From an optimization exercise on the open Yosys and OpenROAD flow, aimed at small area; shortcuts taken in it are not production practice. In this exercise RTL edits were held to simulation tests only and were not proved equivalent to the original. No driver is modelled on the clock port, so clock power and skew are understated where the tree is cut down; a real chip needs a root buffer or a tree. No activity file was given, so power comes from the tool's default toggle rates.

// irenc
module irenc (
    input  wire        clk,
    input  wire        rst,           
    input  wire        cmd_valid,
    output wire        cmd_ready,
    input  wire        cmd_proto,     
    input  wire        cfg_power,
    input  wire [2:0]  cfg_mode,
    input  wire [1:0]  cfg_fan,
    input  wire [7:0]  cfg_temp,
    input  wire        cfg_swing,
    input  wire        cfg_sleep,
    output wire        out_valid,
    input  wire        out_ready,
    output wire [15:0] out_data,
    output wire        out_last,
    output wire [8:0]  frm_count,
    output wire [7:0]  frm_freq
);
Size: about 34 flip-flops, ~2200 um^2 of cells after synthesis.
export LEC_CHECK = 0
export ABC_AREA = 1
export CAP_MARGIN = 20
export CORE_MARGIN = 2
export CORE_UTILIZATION = 40
export SLEW_MARGIN = 20
export SYNTH_MEMORY_MAX_BITS = 8192
create_clock -name core_clock -period 15.0 [get_ports {clk}]
standard.sh (not shown) runs the stock make flow with config.mk's settings and CLKGATE_MAP_FILE= SYNTH_SCRIPT=/design/flow/synth_recipe.tcl, a recipe that flattens the netlist after the stock synthesis.
==> flow/flow/run.sh <==
#!/bin/bash
# The standard layout with three changes:
#  - synthesis maps the logic with an area-only ABC script (flow/abc_area.script:
#    no gate upsizing or buffering, which a 15 ns clock does not need) and leaves
#    the adders to ABC instead of extracting half/full adder cells first;
#    registers, their names and cell types are those of the standard synthesis;
#  - the port buffers are sky130_fd_sc_hd__buf_1 cells;
#  - CTS uses small clock buffers and no dummy loads.
set -euo pipefail
cd "$(dirname "$0")/.."
W=$PWD

# synthesis scripts: ORFS's, with the two changes above
rm -rf "$W/own_scripts"
cp -r "$FLOW_HOME/scripts" "$W/own_scripts"
cp "$W/flow/abc_area.script" "$W/own_scripts/abc_area.script"
python3 - "$W/own_scripts/synth.tcl" <<'PY'
import sys
f = sys.argv[1]
s = open(f).read()
old = "if {\n  [env_var_exists_and_non_empty ADDER_MAP_FILE] &&"
assert s.count(old) == 1
s = s.replace(old, "if {\n  0 &&\n  [env_var_exists_and_non_empty ADDER_MAP_FILE] &&")
open(f, "w").write(s)
PY

SCRIPTS_DIR="$W/own_scripts" bash standard.sh synth > "$W/synth.log" 2>&1

export BUFFER_PORTS_ARGS="-buffer_cell sky130_fd_sc_hd__buf_1"
export CTS_ARGS="-sink_clustering_enable -repair_clock_nets -buf_list {sky130_fd_sc_hd__clkbuf_2 sky130_fd_sc_hd__clkbuf_4} -dont_use_dummy_load"
bash standard.sh > "$W/layout.log" 2>&1
==> flow/flow/abc_area.script <==
strash
dch -f
amap
topo
Next try:
--- a/flow/flow/run.sh
+++ b/flow/flow/run.sh
@@ -28,4 +28,5 @@
 
 export BUFFER_PORTS_ARGS="-buffer_cell sky130_fd_sc_hd__buf_1"
-export CTS_ARGS="-sink_clustering_enable -repair_clock_nets -buf_list {sky130_fd_sc_hd__clkbuf_2 sky130_fd_sc_hd__clkbuf_4} -dont_use_dummy_load"
+export CTS_ARGS="-sink_clustering_enable -sink_clustering_size 50 -sink_clustering_max_diameter 300 -repair_clock_nets -buf_list {sky130_fd_sc_hd__clkbuf_4 sky130_fd_sc_hd__clkbuf_8} -dont_use_dummy_load"
+export SKIP_REPAIR_TIE_FANOUT=1
 bash standard.sh > "$W/layout.log" 2>&1
Outcome: The new run finished with timing, DRC and antenna clean. Worst hold slack gets worse by 0.013 ns. Synthesized area does not change. Power goes up by 3.9%. Worst setup slack gets better by 0.24 ns. Count of clock-buffer cells in the layout stays the same. Global-route usage falls by 0.50 points. Die area does not change. Synthesized cell count does not change. Combinational power hardly moves.


v48:
Another version of the RTL of irenc (not shown whole).
Size: roughly 280 cells after synthesis.
Settings: LEC_CHECK=0, ABC_AREA=1, CAP_MARGIN=20, CORE_MARGIN=2, CORE_UTILIZATION=40, GPL_TIMING_DRIVEN=0, SLEW_MARGIN=20, SYNTH_MEMORY_MAX_BITS=8192; clock period 15.0 ns.
==> flow/flow/run.sh <==
#!/bin/bash
# The standard layout with these changes:
#  - synthesis maps the logic with an area-only ABC script (flow/abc_area.script:
#    no gate upsizing or buffering, which a 15 ns clock does not need) and leaves
#    the adders to ABC instead of extracting half/full adder cells first;
#    registers, their names and cell types are those of the standard synthesis;
#  - the port buffers are sky130_fd_sc_hd__buf_1 cells;
#  - instead of a clock tree, one clock buffer drives all the registers;
#  - constant nets keep the single tie cell per value that synthesis makes;
#  - the buffers synthesis puts on output nets are removed at floorplan, and
#    placement is not timing driven (GPL_TIMING_DRIVEN 0, in config.mk).
set -euo pipefail
cd "$(dirname "$0")/.."
W=$PWD

# synthesis scripts: ORFS's, with the synthesis changes above
rm -rf "$W/own_scripts"
cp -r "$FLOW_HOME/scripts" "$W/own_scripts"
cp "$W/flow/abc_area.script" "$W/own_scripts/abc_area.script"
python3 - "$W/own_scripts/synth.tcl" <<'PY'
import sys
f = sys.argv[1]
s = open(f).read()
old = "if {\n  [env_var_exists_and_non_empty ADDER_MAP_FILE] &&"
assert s.count(old) == 1
s = s.replace(old, "if {\n  0 &&\n  [env_var_exists_and_non_empty ADDER_MAP_FILE] &&")
open(f, "w").write(s)
PY

SCRIPTS_DIR="$W/own_scripts" bash standard.sh synth > "$W/synth.log" 2>&1

# clock: one clock buffer drives every register (the design has 32); the
# clock port drives that buffer alone
python3 - "$W/own_scripts/cts.tcl" "$W/flow/cts_one_buffer.tcl" <<'PY'
import sys
f = sys.argv[1]
s = open(f).read()
old = "log_cmd clock_tree_synthesis {*}$cts_args"
assert s.count(old) == 1
s = s.replace(old, "source {%s}" % sys.argv[2])
open(f, "w").write(s)
PY

export BUFFER_PORTS_ARGS="-buffer_cell sky130_fd_sc_hd__buf_1"
export SKIP_REPAIR_TIE_FANOUT=1
export REMOVE_ABC_BUFFERS=1
bash standard.sh place > "$W/place.log" 2>&1
SCRIPTS_DIR="$W/own_scripts" bash standard.sh cts > "$W/cts.log" 2>&1
bash standard.sh > "$W/layout.log" 2>&1
==> flow/flow/cts_one_buffer.tcl <==
# Clock distribution for a design with few registers: one clkbuf_16 between
# the clock port and all the clock pins, placed at the registers' centre.
set block [ord::get_db_block]
set clk_net [[$block findBTerm clk] getNet]
set xs 0
set ys 0
set n 0
foreach it [$clk_net getITerms] {
  lassign [[$it getInst] getLocation] x y
  set xs [expr {$xs + $x}]
  set ys [expr {$ys + $y}]
  incr n
}
set dbu [$block getDbUnitsPerMicron]
set cx [expr {double($xs) / $n / $dbu}]
set cy [expr {double($ys) / $n / $dbu}]
puts "clock: $n sinks, buffer at ($cx, $cy)"
insert_buffer -buffer_cell sky130_fd_sc_hd__clkbuf_16 -net [$clk_net getName] \
  -location [list $cx $cy] -buffer_name clkbuf_root -net_name clk_root
set_propagated_clock [all_clocks]
Other scripts of this flow, unchanged in this note and not shown: flow/flow/abc_area.script
--- input diff v48..v36 ---
- changing SLEW_MARGIN from 20 to 0
- changing CAP_MARGIN from 20 to 0
==> flow/flow/run.sh <==
#!/bin/bash
# The standard layout with these changes:
#  - synthesis maps the logic with an area-only ABC script (flow/abc_area.script:
#    no gate upsizing or buffering, which a 15 ns clock does not need) and leaves
#    the adders to ABC instead of extracting half/full adder cells first;
#    registers, their names and cell types are those of the standard synthesis;
#  - the port buffers are sky130_fd_sc_hd__buf_1 cells;
#  - CTS uses small clock buffers and no dummy loads;
#  - constant nets keep the single tie cell per value that synthesis makes.
set -euo pipefail
cd "$(dirname "$0")/.."
W=$PWD

# synthesis scripts: ORFS's, with the synthesis changes above
rm -rf "$W/own_scripts"
cp -r "$FLOW_HOME/scripts" "$W/own_scripts"
cp "$W/flow/abc_area.script" "$W/own_scripts/abc_area.script"
python3 - "$W/own_scripts/synth.tcl" <<'PY'
import sys
f = sys.argv[1]
s = open(f).read()
old = "if {\n  [env_var_exists_and_non_empty ADDER_MAP_FILE] &&"
assert s.count(old) == 1
s = s.replace(old, "if {\n  0 &&\n  [env_var_exists_and_non_empty ADDER_MAP_FILE] &&")
open(f, "w").write(s)
PY

SCRIPTS_DIR="$W/own_scripts" bash standard.sh synth > "$W/synth.log" 2>&1

export BUFFER_PORTS_ARGS="-buffer_cell sky130_fd_sc_hd__buf_1"
export CTS_ARGS="-sink_clustering_enable -repair_clock_nets -buf_list {sky130_fd_sc_hd__clkbuf_2 sky130_fd_sc_hd__clkbuf_4} -dont_use_dummy_load"
export SKIP_REPAIR_TIE_FANOUT=1
bash standard.sh > "$W/layout.log" 2>&1
removed: flow/flow/cts_one_buffer.tcl
## What came out
Going from v48 to v36, filler cell count moved down, post-place instance area moved up, detailed-placement wirelength estimate up 0.52%.
Vias: v36 above v48
Taking v48 as the reference, in v36 total power rose by 3.5%; setup slack of the most critical reg-to-reg path rose by 70 ps; first-iteration DRC count fell by 65.
#### Input delta (v3 over v36)
- a change of CAP_MARGIN from 0 to 20
- a deleted GPL_TIMING_DRIVEN that had been 0
- a change of SLEW_MARGIN from 0 to 20
Results
- [compare] base=v36 new=v3: sequential share of layout area went up by 1.9 points; part of the total power dissipated in the clock network went up; overall power after layout fell by about 1.4%; design area went down; count of clock-buffer cells in the layout about even.
- v3 packs its core looser than v36.
- v3 and v36 ended up with nearly the same sequential cell count.
- Across both runs, setup slack was lower for v3 than for v36.
- Looking at non-filler instance count after layout, v3 sits below v36.
- Relative to v36, v3 degrades time the worst path needs with I/O delays and setup.
- v3 does worse than v36 on clock power.
> inputs changed (v3 -> v28)
--- a/flow/flow/run.sh
+++ b/flow/flow/run.sh
@@ -6,5 +6,5 @@
 #    registers, their names and cell types are those of the standard synthesis;
 #  - the port buffers are sky130_fd_sc_hd__buf_1 cells;
-#  - CTS uses small clock buffers and no dummy loads;
+#  - instead of a clock tree, one clock buffer drives all the registers;
 #  - constant nets keep the single tie cell per value that synthesis makes.
 set -euo pipefail
@@ -28,6 +28,19 @@
 SCRIPTS_DIR="$W/own_scripts" bash standard.sh synth > "$W/synth.log" 2>&1
 
+# clock: one clock buffer drives every register (the design has 32); the
+# clock port drives that buffer alone
+python3 - "$W/own_scripts/cts.tcl" "$W/flow/cts_one_buffer.tcl" <<'PY'
+import sys
+f = sys.argv[1]
+s = open(f).read()
+old = "log_cmd clock_tree_synthesis {*}$cts_args"
+assert s.count(old) == 1
+s = s.replace(old, "source {%s}" % sys.argv[2])
+open(f, "w").write(s)
+PY
+
 export BUFFER_PORTS_ARGS="-buffer_cell sky130_fd_sc_hd__buf_1"
-export CTS_ARGS="-sink_clustering_enable -repair_clock_nets -buf_list {sky130_fd_sc_hd__clkbuf_2 sky130_fd_sc_hd__clkbuf_4} -dont_use_dummy_load"
 export SKIP_REPAIR_TIE_FANOUT=1
+bash standard.sh place > "$W/place.log" 2>&1
+SCRIPTS_DIR="$W/own_scripts" bash standard.sh cts > "$W/cts.log" 2>&1
 bash standard.sh > "$W/layout.log" 2>&1
==> flow/flow/cts_one_buffer.tcl (new file) <==
# Clock distribution for a design with few registers: one clkbuf_16 between
# the clock port and all the clock pins, placed at the registers' centre.
set block [ord::get_db_block]
set clk_net [[$block findBTerm clk] getNet]
set xs 0
set ys 0
set n 0
foreach it [$clk_net getITerms] {
  lassign [[$it getInst] getLocation] x y
  set xs [expr {$xs + $x}]
  set ys [expr {$ys + $y}]
  incr n
}
set dbu [$block getDbUnitsPerMicron]
set cx [expr {double($xs) / $n / $dbu}]
set cy [expr {double($ys) / $n / $dbu}]
puts "clock: $n sinks, buffer at ($cx, $cy)"
insert_buffer -buffer_cell sky130_fd_sc_hd__clkbuf_16 -net [$clk_net getName] \
  -location [list $cx $cy] -buffer_name clkbuf_root -net_name clk_root
set_propagated_clock [all_clocks]
Results
- Looking at the reports, v28 completed the entire flow and the layout it produced met the timing, DRC and antenna checks.
- Against v3, design area in v28 came out better.
- Comparing v28 and v3, the lower clock skew is on v28.
- The lower arrival time at the worst endpoint of v28 and v3 is in v28.
- Diff v3 -> v28: via density per instance now larger, wire length reported by the detailed router now smaller.
The clock cells of v48 and v28 come from the design's own scripts or RTL, not from TritonCTS.

what the ideal ports hide:
The results above use ideal ports. As a check the final layouts listed here were re-extracted and re-timed, cells and wires unchanged. Step 1 sets driving cells, clkbuf_16 on the clock port and buf_2 on the other inputs (assumed; they add their load-dependent delay and slew). Step 2 also shifts input and output timing later by t, the mid clock arrival at the registers, as if the neighbouring blocks saw the same clock. a / b / c = ideal / step 1 / step 2; a / b = the first two.
run	t, ns	slack for setup (ns)	worst setup path after step 2	worst slew at a driven data input, ns	pins driven straight from the clock port
the first run of note 1	0.339	8.305 / 8.279 / 8.618	register to output	0.04	1
the second run of note 1	0.312	8.547 / 8.519 / 8.831	register to output	0.03	1
v48	0.208	8.660 / 8.629 / 8.836	register to output	0.03	1
v36	0.352	8.591 / 8.566 / 8.918	register to output	0.03	1
v3	0.355	8.504 / 8.478 / 8.833	register to output	0.03	1
v28	0.209	8.679 / 8.647 / 8.857	register to output	0.03	1
After both steps setup and hold are still met in every run listed.
